What follows belongs to an exercise in optimizing a design on an open flow for small area, a short achievable clock period and few clock cycles; a production flow would make more cautious choices.
In this exercise RTL edits were held to simulation tests only and were not proved equivalent to the original.
Power and IR drop assume default switching activity.

## v41
## udp_tx_engine
module udp_tx_engine (
    input  wire        clk,
    input  wire        rst,
    input  wire        cmd_valid,
    output wire        cmd_ready,
    input  wire        cmd_op,
    input  wire [15:0] cmd_sport,
    input  wire [15:0] cmd_dport,
    input  wire [31:0] cmd_dst_ip,
    input  wire [15:0] cmd_len,
    input  wire        in_valid,
    output wire        in_ready,
    input  wire [7:0]  in_data,
    output wire        out_valid,
    input  wire        out_ready,
    output wire [7:0]  out_data,
    output wire        out_last,
    output wire        res_valid,
    output wire [1:0]  res_code,
    output wire [15:0] res_cksum
);
export LEC_CHECK = 0
export CAP_MARGIN = 20
export CORE_MARGIN = 2
export CORE_UTILIZATION = 40
export CTS_BUF_LIST = sky130_fd_sc_hd__clkbuf_4 sky130_fd_sc_hd__clkbuf_8
export PLACE_DENSITY = 0.6
export SETUP_SLACK_MARGIN = 3.6
export SLEW_MARGIN = 20
export TNS_END_PERCENT = 10
create_clock -name core_clock -period 6.0 [get_ports {clk}]
standard.sh (not shown) runs the stock make flow with config.mk's settings and CLKGATE_MAP_FILE= SYNTH_SCRIPT=/design/flow/synth_recipe.tcl, a recipe that flattens the netlist after the stock synthesis.
==> flow/flow/run.sh <==
#!/bin/bash
# Layout flow: the standard ORFS flow, with small plain buffers (rather than
# the delay cell buffer_ports picks by default) as the port buffers.
set -euo pipefail
bash standard.sh BUFFER_PORTS_ARGS="-buffer_cell sky130_fd_sc_hd__buf_1" finish > orfs_make.log 2>&1
v41: done, clean on timing, DRC and antenna
Testbench counts of v41, summed over its fixed seeds: cycles 200,144.
Input changes introduced in v54 (baseline for comparison: v41):
- clearing TNS_END_PERCENT, which used to be 10
- swapping 3.6 for 3.75 in SETUP_SLACK_MARGIN
==> comparison <==
v54 has completed all stages; timing, DRC and antenna checks passed.
Diff v41 and v54: part of the total power dissipated in combinational logic lower in v41
Comparing met3 wire length for v41 and v54, the bigger number came from v41.
Looking at count of clock-buffer cells in the layout, v54 sits 5 higher than v41 does.
## Diff of input files: v23 against v54
- SETUP_SLACK_MARGIN changed from 3.75 to 3.6
- PLACE_DENSITY changed from 0.6 to 0.75
- CORE_UTILIZATION changed from 40 to 55
[summary]
Diff v54 -> v23 | power | up by a little under 10%
Maximum clock rate is lower on v23
Between v54 and v23, register share of the cell area increased.
Run comparison: v54 capturing instance or port of the critical path od[6]$_DFFE_PN_; v23 capturing instance or port of the critical path u_cksum.ny[7]$_SDFFCE_PN1P_
Of the two values seen for most frequent standard cell in the layout excluding fill and tap cells, sky130_fd_sc_hd__edfxtp_1 was produced by v54 and sky130_fd_sc_hd__buf_1 by v23.
In v23, the detailed-route wire length came out about 0.8% below the value in v54.
v23 ends up with a placed standard-cell area that is about 1.4% lower than in v54.
Per the comparison of v23 with v54, core region area went down; highest net fanout along the worst path moved down.
For v43, these inputs were changed with respect to v23:
- PLACE_DENSITY now 0.6, was 0.75
- CORE_UTILIZATION now 40, was 55
--- outcome ---
- v43 vs v23 — total met3 wirelength after detailed routing dropped by a few percent
- ~same clock latency on the worst-skew pair in v23 and v43
- Diff v23 -> v43: total power density per cell area decreased 4.0%; CTS buffer count essentially unchanged; synthesized area per cell essentially unchanged; non-clock buffer count decreased about 4%; depth of the most critical reg-to-reg path decreased 1.
- Going from v23 to v43, average via count per standard cell decreased about 9%; worst setup slack after layout +0.092 ns; met3 track demand over resource in global routing lost 3.4 points.
#### Input delta (v14 over v43)
- SETUP_SLACK_MARGIN changed from 3.6 to 4.0
Notes after the runs:
In the reports for v14 and v43, the smaller combinational power belongs to v43. Looking at most common cell after layout, fill and taps aside, the sky130_fd_sc_hd__buf_1 result is from v43; the sky130_fd_sc_hd__edfxtp_1 one comes from v14. The run showing the smaller global-route usage is v43. Measured against each other, v14 and v43 differ in post-CTS repair timing setup buffer count, the lower figure coming from v43. Re clock tree cell share of total cell area: v14 is 0.21 points down on v43. Final cell count without fillers was higher in the run labelled v14. Diff v43 -> v14 | post-layout total power | increase of 0.048 mW.
Modified inputs, v53 compared to v14
- PLACE_DENSITY now 0.75, was 0.6
- SETUP_SLACK_MARGIN now 3.75, was 4.0
- CORE_UTILIZATION now 55, was 40
==> summary.txt <==
- v53 and v14 all finish clean.
- Diff v14 -> v53: count of antenna diodes in the layout went down 1, final area fell by about 5%.
- Compared with v14, v53 shows a higher worst setup slack.
- Final critical path time including I/O delays and setup down 0.030 ns in v53 wrt v14
- The fraction of layout instances using a drive strength above 1 number comes out higher for v14 vs v53.
- Clock network fraction of design power: lower on v14
- Part of the power in combinational logic: lower on v53
- v53 ends up with a clock-buffer cell count that is 3 lower than in v14.

static timing again, ports no longer ideal:
The results above use ideal ports. As a check the final layouts listed here were re-extracted and re-timed, cells and wires unchanged. Step 1 assumes that a clkbuf_16 drives the clock port and a buf_2 every other input. Step 2, shift: input delay + t, output delay - t, t = (earliest + latest rising clock arrival at the registers) / 2. This alone moves slack from input paths to output paths. Three values: ideal, step 1, step 2; two values: the first two.
run	t (ns)	setup slack, ns	worst setup path at the end	clock arrival spread, ns
v41	0.513	3.530 / 3.530 / 3.234	input to register	0.016 / 0.016
v54	0.489	3.647 / 3.647 / 3.329	input to register	0.013 / 0.013
v23	0.491	3.554 / 3.554 / 3.242	input to register	0.020 / 0.020
v43	0.496	3.646 / 3.607 / 3.316	input to register	0.020 / 0.020
v14	0.486	3.669 / 3.669 / 3.409	input to register	0.015 / 0.015
v53	0.497	3.699 / 3.699 / 3.394	input to register	0.014 / 0.015
After both steps setup and hold are still met in every run listed. The setup slack of v43, which loses most, moves by -0.039 ns with the drivers and by -0.330 ns with both steps.
